This design comes from an exercise in tuning for small area, a short achievable clock period and few clock cycles on the open sky130 flow, not from production work.
RTL that was checked went through simulation tests only; none was proved equivalent to the original.
Power and IR drop assume default switching activity.

==> inputs of v31 <==
// stokast_core
module stokast_core (
    input  wire        clk,
    input  wire        rst,
    input  wire        cmd_valid,
    output wire        cmd_ready,
    input  wire        cmd_pass,
    input  wire [63:0] cmd_word,
    input  wire [31:0] cmd_now,
    input  wire [79:0] cmd_fate,
    output reg         resp_valid,
    output reg  [3:0]  resp_emit,
    output wire [47:0] resp_dac,
    output reg  [4:0]  resp_mode,
    output reg         resp_fault
);
    localparam [2:0] K_RUN = 3'd0, K_SEED = 3'd1, K_FATE = 3'd2, K_LENGTH = 3'd3,
                     K_OFFSET = 3'd4, K_LFO = 3'd5, K_STEPS = 3'd6, K_TSYNC = 3'd7;
    localparam [1:0] SYNC_SYNC = 2'd0, SYNC_FREE = 2'd1, SYNC_LOOP = 2'd2;
    localparam [3:0] OP_TICK = 4'd0, OP_RESET = 4'd1, OP_SEED = 4'd2, OP_SEEDCLICK = 4'd3,
                     OP_LENGTH = 4'd4, OP_LENGTHCLICK = 4'd5, OP_OFFSET = 4'd6,
                     OP_OFFSETCLICK = 4'd7, OP_STEPS = 4'd8, OP_STEPSCLICK = 4'd9;
    localparam [31:0] IDLE_TIMEOUT = 32'd5000;
    localparam [2:0] S_IDLE = 3'd0, S_PASS = 3'd1, S_TICK = 3'd2, S_MOD = 3'd3, S_STEPS = 3'd4;
    localparam [1:0] MK_LFO = 2'd0, MK_OFS = 2'd1, MK_SYNC = 2'd2;
    reg [13:0] seed;
    reg [6:0]  plen;
    reg [6:0]  length   [0:3];
    reg [6:0]  steps    [0:3];
    reg [5:0]  offset   [0:3];
    reg [1:0]  sync     [0:3];
    reg [3:0]  lfo_mode [0:3];
    reg [4:0]  mode;
    reg [31:0] tick_count;
    reg [31:0] gph;
    reg [5:0]  tph      [0:3];
    reg        reset_armed;
    reg [31:0] predicted;
    reg [31:0] last_tick_time;
    reg [31:0] last_action;
    reg [11:0] last_out [0:3];
    reg [3:0]  last_ok;
    reg [3:0]  gate_high;
    reg [31:0] rand_idx [0:3];
    reg [5:0]  rand_mod [0:3];    
    reg        regen;
    reg        acted;
    reg        fault;
    reg [3:0]  tph_ok;            
    reg [31:0] base     [0:3];    
    reg [3:0]  dirty;
    assign resp_dac   = {last_out[3], last_out[2], last_out[1], last_out[0]};
    reg [3:0]  pe;                
    reg        cv;
    reg        c_pass;
    reg [63:0] c_word;
    reg        c_pg;        
    reg [31:0] c_now;
    reg [79:0] c_fate;
    reg [2:0]  state;
  ...
==> flow/config.mk <==
export PLATFORM = sky130hd
export DESIGN_NAME = stokast_core
export DESIGN_NICKNAME = stokast_core
export VERILOG_FILES = /design/flow/design.v
export SDC_FILE = /design/flow/constraint.sdc
export NUM_CORES = 4
export LEC_CHECK = 0
export CAP_MARGIN = 20
export CORE_MARGIN = 2
export CORE_UTILIZATION = 60
export SLEW_MARGIN = 20
==> flow/constraint.sdc <==
create_clock -name core_clock -period 20.0 [get_ports {clk}]
set_input_delay 4.0000 -clock core_clock [delete_from_list [all_inputs] [get_ports {clk}]]
set_output_delay 4.0000 -clock core_clock [all_outputs]
set_load 0.01 [all_outputs]
standard.sh (not shown) runs the stock make flow with config.mk's settings and CLKGATE_MAP_FILE= SYNTH_SCRIPT=/design/flow/synth_recipe.tcl, a recipe that flattens the netlist after the stock synthesis.
==> flow/flow/run.sh <==
#!/bin/bash
# The standard layout (standard.sh), with ORFS's timing repair asked to leave
# 13.5 ns of setup slack at the design's own clock period and constraints.
set -euo pipefail
bash standard.sh SETUP_SLACK_MARGIN=13.5 finish > standard_flow.log 2>&1
==> v34: changes against v31 <==
--- a/flow/design.v
+++ b/flow/design.v
@@ -902,17 +902,17 @@
         me_rn = me_r;
         for (ms = 1; ms >= 0; ms = ms - 1) begin
             me_x = {me_rn, me_bits[ms]};
             me_d = {1'b0, me_x} - {1'b0, me_den};
             me_rn = me_d[7] ? me_x[5:0] : me_d[5:0];
         end
     end
     wire        me_last = (me_nib == 4'd0);
-    wire [5:0]  me_res  = (mod_neg && me_r != 6'd0) ? (me_den[5:0] - me_r) : me_r;
+    wire [5:0]  me_res  = (mod_neg && me_rn != 6'd0) ? (me_den[5:0] - me_rn) : me_rn;
     function [6:0] fmod(input [5:0] x, input signed [8:0] dd, input [6:0] den);
         reg signed [11:0] s0, s1, s2, s3;
         begin
             s0 = $signed({6'd0, x}) + dd;
             s1 = $signed({6'd0, x}) + dd - $signed({5'd0, den});
             s2 = $signed({6'd0, x}) + dd + $signed({5'd0, den});
             s3 = $signed({6'd0, x}) + dd - $signed({4'd0, den, 1'b0});
             if (s0[11])      fmod = {~s2[11], s2[5:0]};
@@ -955,24 +955,19 @@
     wire [1:0]  upick = dirty[0] ? 2'd0 : dirty[1] ? 2'd1 : dirty[2] ? 2'd2 : 2'd3;
     wire [31:0] up_dpt_w;
     stokast_dpt u_dpt (.len(length[upick]), .dpt(up_dpt_w));
     reg  [1:0]  up_t;
     reg  [5:0]  up_k;
     reg  [31:0] up_dpt;
     wire [31:0] up_prod = up_dpt * up_k;
     reg  [3:0]  dset;      
-    wire [31:0] s_e;
-    wire [33:0] s_e1, s_e2;
-    wire        s_co;
-    stokast_add  #(32) u_se  (.a(c_now), .b(~last_tick_time), .ci(1'b1), .s(s_e), .co(s_co));
-    stokast_add3 #(34) u_se1 (.a({2'b0, c_now}), .b({2'b11, ~last_tick_time}), .c({2'b11, ~predicted}),
-                              .ci(1'b1), .ci2(1'b1), .s(s_e1));
-    stokast_add3 #(34) u_se2 (.a({2'b0, c_now}), .b({2'b11, ~last_tick_time}), .c({1'b1, ~predicted, 1'b1}),
-                              .ci(1'b1), .ci2(1'b1), .s(s_e2));
+    wire [31:0] s_e   = c_now - last_tick_time;
+    wire [33:0] s_e1  = {2'b0, c_now} - {2'b0, last_tick_time} - {2'b0, predicted};
+    wire [33:0] s_e2  = {2'b0, c_now} - {2'b0, last_tick_time} - {1'b0, predicted, 1'b0};
     wire        s_zero = (predicted == 32'd0) || (c_now == last_tick_time);
     wire        s_full = !s_zero && !s_e1[33];
     reg         p_fix;     
     wire        s_idle = (c_now - last_action) >= IDLE_TIMEOUT;
     reg [31:0] pm;         
     reg [33:0] pm1;        
     reg [33:0] pm2;        
     reg [31:0] u_R [0:3];
@@ -1038,25 +1033,20 @@
     wire [12:0] wdh, wa;
     stokast_wave_a u_wa (.mode(lfo_mode[wpick]), .phase(u_P[wpick]), .va(wva), .sqb(wsqb), .sqs(wsqs), .sqr(wsqr), .q31(wq31), .dh(wdh), .a(wa));
     wire [11:0] w2_val;
     stokast_wave_b u_wb (.kind(wa_kind), .va(wa_va), .sqb(wa_sqb), .sqs(wa_sqs), .sqr(wa_sqr), .q31(wa_q31), .dh(wa_dh), .a(wa_a), .value(w2_val));
     reg [1:0]  h_t;
     reg [31:0] h_acc;
     reg [31:0] h_x;
     wire [1:0]  hpick = gpend[0] ? 2'd0 : gpend[1] ? 2'd1 : gpend[2] ? 2'd2 : 2'd3;
-    wire [31:0] h_m1a, h_m1b, h_m2a, h_m2b;
-    stokast_hmul1 u_hm1a (.d(h_x[31:28]), .v(h_m1a));
-    stokast_hmul1 u_hm1b (.d(h_x[27:24]), .v(h_m1b));
-    stokast_hmul2 u_hm2a (.d(h_x[31:28]), .v(h_m2a));
-    stokast_hmul2 u_hm2b (.d(h_x[27:24]), .v(h_m2b));
-    wire [31:0] h_ta   = h_ph[1] ? h_m2a : h_m1a;
-    wire [31:0] h_tb   = h_ph[1] ? h_m2b : h_m1b;
-    wire [31:0] h_sum;
-    stokast_add3 #(32) u_hs (.a({h_acc[23:0], 8'd0}), .b({h_ta[27:0], 4'd0}), .c(h_tb), .ci(1'b0), .ci2(1'b0), .s(h_sum));
+    wire [31:0] h_m1, h_m2;
+    stokast_hmul1 u_hm1 (.d(h_x[31:28]), .v(h_m1));
+    stokast_hmul2 u_hm2 (.d(h_x[31:28]), .v(h_m2));
+    wire [31:0] h_sum  = {h_acc[27:0], 4'd0} + (h_ph[1] ? h_m2 : h_m1);
     wire [6:0]  h_n    = (steps[h_t] != 7'd0) ? steps[h_t] : length[h_t];
     wire [32:0] r_inc  = {1'b0, rand_idx[h_t]} + 33'd1;
     reg signed [15:0] sv;    
     reg [15:0]        sabs;
     reg [3:0]         tslow;
     reg [5:0]         tinc;
     reg [4:0]         ji;
     function [10:0] unit_init(input [6:0] len, input full);
@@ -1175,17 +1165,17 @@
                     end
                 end else if (me_last) begin
                     tph[otrk]    <= me_rn;
                     tph_ok[otrk] <= 1'b1;
                     dset[otrk]   = 1'b1;
                 end
             end
             S_MOD: begin
-                if (!me_busy) begin
+                if (me_last) begin
                     case (mod_kind)
                         MK_LFO:  lfo_mode[otrk] <= me_res[3:0];
                         MK_SYNC: sync[otrk]     <= me_res[1:0];
                         default: offset[otrk]   <= me_res[5:0];
                     endcase
                     state <= S_IDLE;
                 end
             end
@@ -1237,34 +1227,34 @@
                         last_out[w2_t]          <= w2_val;
                         last_ok[w2_t]           <= 1'b1;
                     end
                 end
                 if (!h_busy) begin
                     if (gpend != 4'd0) begin
                         h_busy <= 1'b1;
                         h_ph   <= 2'd0;
-                        h_cnt  <= 3'd2;
+                        h_cnt  <= 3'd5;
                         h_t    <= hpick;
                         h_acc  <= 32'd0;
                         h_x    <= {2'd0, seed, hpick, rand_mod[hpick], 8'd0};
                         gpend[hpick] <= 1'b0;
                     end
                 end else if (h_ph == 2'd0) begin
-                    h_x   <= {h_x[23:0], 8'd0};
+                    h_x   <= {h_x[27:0], 4'd0};
                     h_acc <= h_sum;
                     h_cnt <= h_cnt - 3'd1;
                     if (h_cnt == 3'd0) h_ph <= 2'd1;
                 end else if (h_ph == 2'd1) begin
                     h_x   <= h_acc ^ {15'd0, h_acc[31:15]};
                     h_acc <= 32'd0;
-                    h_cnt <= 3'd3;
+                    h_cnt <= 3'd7;
                     h_ph  <= 2'd2;
                 end else begin
-                    h_x   <= {h_x[23:0], 8'd0};
+                    h_x   <= {h_x[27:0], 4'd0};
                     h_acc <= h_sum;
                     h_cnt <= h_cnt - 3'd1;
                     if (h_cnt == 3'd0) begin
                         h_busy                 <= 1'b0;
                         pe[h_t]                <= 1'b1;
                         last_out[h_t]          <= h_sum[31:20];
                         last_ok[h_t]           <= 1'b1;
                         rand_idx[h_t]          <= r_inc[31:0];
@@ -1582,40 +1572,24 @@
     always @(*)
         for (i = 0; i < 30; i = i + 1)
             mk[i] = (J != 5'd0) && (J >= i);
     wire [1:0]  addq = (md == 4'd7) ? 2'b01 : (md == 4'd8) ? 2'b10 : 2'b00;
     wire [31:0] q   = {P[31:30] + addq, P[29:0]};
     wire        x30 = (&(q[29:0] | mk)) & (|(q[29:0] & mk));
     wire        inc = (q[31:30] == 2'b00) || (q[31:30] == 2'b11);
     wire        cin = (|q[10:0]) | ~inc;
-    wire [19:0] S;
-    wire        S_co;
-    stokast_add  #(20) u_s  (.a({1'b0, q[29:11]}), .b({1'b0, ~q[18:0]}), .ci(cin), .s(S), .co(S_co));
+    wire [19:0] S   = {1'b0, q[29:11]} + {1'b0, ~q[18:0]} + {19'd0, cin};
     wire [4:0]  w   = (J == 5'd0) ? 5'd0 : (J + 5'd1);
     wire [18:0] tw;
     stokast_trik u_k (.w(w), .k(tw));
-    wire [20:0] D0;
-    stokast_add3 #(21) u_d0 (.a({2'b0, q[29:11]}), .b({2'b0, ~q[18:0]}), .c({2'b0, tw}), .ci(cin), .ci2(1'b0), .s(D0));
+    wire [20:0] D0  = {2'b0, q[29:11]} + {2'b0, ~q[18:0]} + {2'b0, tw} + {20'd0, cin};
     wire [1:0]  f   = (S[19:18] == 2'b00) ? 2'd0 : (S[19:18] == 2'b11) ? 2'd2 : 2'd1;
     assign ok = (J < 5'd19) & ~x30 & (D0[20:19] >= f);
 endmodule
-module stokast_add3 #(parameter W = 34) (
-    input  wire [W-1:0] a,
-    input  wire [W-1:0] b,
-    input  wire [W-1:0] c,
-    input  wire         ci,
-    input  wire         ci2,
-    output wire [W-1:0] s
-);
-    wire [W-1:0] x = a ^ b ^ c;
-    wire [W-1:0] y = (a & b) | (a & c) | (b & c);
-    wire         co;
-    stokast_add #(W) u_add (.a(x), .b({y[W-2:0], ci2}), .ci(ci), .s(s), .co(co));
-endmodule
 module stokast_add #(parameter W = 34) (
     input  wire [W-1:0] a,
     input  wire [W-1:0] b,
     input  wire         ci,
     output wire [W-1:0] s,
     output wire         co
 );
     localparam LG = (W <= 2) ? 1 : (W <= 4) ? 2 : (W <= 8) ? 3 : (W <= 16) ? 4 : (W <= 32) ? 5 : 6;
@@ -1661,46 +1635,33 @@
     always @(*) begin
         case (mode)
             4'd1:                va = q[31:20];
             4'd2:                va = ~q[31:20];
             4'd9, 4'd10, 4'd11:  va = q[31] ? 12'd0 : 12'd4095;
             default:             va = 12'd0;
         endcase
     end
-    wire [29:0] k;                                            
-    wire        k_co;
-    stokast_add #(30) u_k (.a({q[18:0], 11'd0}), .b(~{11'd0, q[18:0]}), .ci(1'b1), .s(k), .co(k_co));
+    wire [29:0] k   = {q[18:0], 11'd0} - {11'd0, q[18:0]};    
     wire        knz = |k[18:0];
     wire        qnz = |q[18:0];
     wire        mid = (q[31:30] == 2'b01) || (q[31:30] == 2'b10);
-    wire [12:0] dm, am, ap;
-    wire        c_dm, c_am, c_ap;
-    stokast_add #(13) u_dm (.a(13'h1000), .b(~q[31:19]), .ci(~qnz), .s(dm), .co(c_dm));         
-    stokast_add #(13) u_am (.a(13'd3071), .b(~{2'd0, k[29:19]}), .ci(~knz), .s(am), .co(c_am));  
-    stokast_add #(13) u_ap (.a(13'd1024), .b({2'd0, k[29:19]}), .ci(1'b0), .s(ap), .co(c_ap));   
-    assign dh = mid ? dm : q[31:19];
-    assign a  = (mid && qnz) ? am : ap;
+    assign dh = mid ? (13'd4096 - q[31:19] - {12'd0, qnz}) : q[31:19];
+    assign a  = (mid && qnz) ? (13'd3071 - {2'd0, k[29:19]} - {12'd0, knz}) : (13'd1024 + {2'd0, k[29:19]});
 endmodule
 module stokast_wave_b (
     input  wire [1:0]  kind,
     input  wire [11:0] va,
     input  wire [10:0] sqb,
     input  wire [9:0]  sqs,
     input  wire        sqr,
     input  wire        q31,
     input  wire [12:0] dh,
     input  wire [12:0] a,
     output wire [11:0] value
 );
     wire [9:0]  sqm    = sqs[9:4] * sqs[3:0];
-    wire [10:0] sq;
-    wire [11:0] sng;
-    wire [13:0] df;
-    wire [11:0] tri_v;
-    wire        c1, c2, c3, c4;
-    stokast_add #(11) u_sq (.a(sqb), .b({5'd0, sqm[9:4]}), .ci(sqr), .s(sq), .co(c1));
-    stokast_add #(12) u_sn (.a({1'b0, ~sq}), .b(12'd0), .ci(1'b1), .s(sng), .co(c2));               
-    wire [11:0] sine_v = q31 ? sng : {1'b1, sq};
-    stokast_add #(14) u_df (.a({1'b0, a}), .b(~{dh[12], dh}), .ci(1'b1), .s(df), .co(c3));           
-    stokast_add #(12) u_tv (.a({~dh[11], dh[10:0]}), .b({{9{df[13]}}, df[13:11]}), .ci(1'b0), .s(tri_v), .co(c4));
+    wire [10:0] sq     = sqb + {5'd0, sqm[9:4]} + {10'd0, sqr};
+    wire [11:0] sine_v = q31 ? (12'd2048 - {1'b0, sq}) : (12'd2048 + {1'b0, sq});
+    wire [13:0] df     = {1'b0, a} - {dh[12], dh};
+    wire [11:0] tri_v  = {~dh[11], dh[10:0]} + {{9{df[13]}}, df[13:11]};
     assign value = kind[1] ? tri_v : kind[0] ? sine_v : va;
 endmodule
CORE_UTILIZATION = 40   (was 60)
==> notes <==
- In v34 the clock power is higher than in v31, by about 3%.
- Against v31, the critical path depth of v34 is higher by 9.
- Routed wire length: v31 is lower than v34 (about 2%).
- Synthesized cell count: v34 is higher than v31 (about 0.8%).
- Combinational power is about the same in v34 and v31.
- Between v34 and v31, the lower count of clock-buffer cells in the layout is in v34 (gap 12).
==> figures <==
                                                                           v34              v31
GRT Total Usage                                                         30.86%           45.18%
Fraction of met2 tracks used by global routing                          46.50%           64.04%
Fill cell total of the finished layout                                   35650            20470
Source of the critical timing path                                   me_nib[0]        wa_sqs[3]
Post-Synthesis Cell Area                                            146000 µm²       147800 µm²
Portion of the layout cell area used by non-clock buffers               4.675%           4.331%
Reported combinational group power                                     10.0 mW          9.93 mW
Multi-input logic cell count                                             13670            13450
Clock latency on the worst-skew pair                                    940 ps           950 ps
Status                                                          finished clean   finished clean
Met1 wire length                                                      249.0 mm         221.6 mm
Hold path startpoint                                         last_tick_time[8]  last_action[17]
Fraction of layout instances using a drive strength above 1             9.853%           9.207%
Testbench counts of v31, summed over its fixed seeds: cycles 75,399.
Function not checked in v34: the RTL went through the layout flow alone.

==> separate check: timing with driven ports <==
How much do the figures lean on ideal ports? The routed layouts below were timed once more, with nothing changed but the port constraints. Step 1 (the two cells are an assumption about what drives the block):
set clk [get_ports {clk}]
set_driving_cell -lib_cell sky130_fd_sc_hd__clkbuf_16 $clk
set_driving_cell -lib_cell sky130_fd_sc_hd__buf_2 [delete_from_list [all_inputs] $clk]
Step 2 times the ports against the registers' clock, not the clock port: input delays grow and output delays shrink by t, the midpoint of the rising clock arrivals with the driver on. a / b / c = ideal / step 1 / step 2; a / b = the first two.
run	t (ns)	setup WS [ns]	clock arrival spread, ns	worst data-port slew with drivers (ns)
v31	0.996	13.141 / 13.141 / 12.671	0.117 / 0.117	0.09
v34	1.004	13.064 / 13.064 / 12.666	0.097 / 0.097	0.12
After both steps setup and hold are still met in every run listed. The setup slack of v31, which loses most, moves by 0.000 ns with the drivers and by -0.470 ns with both steps.
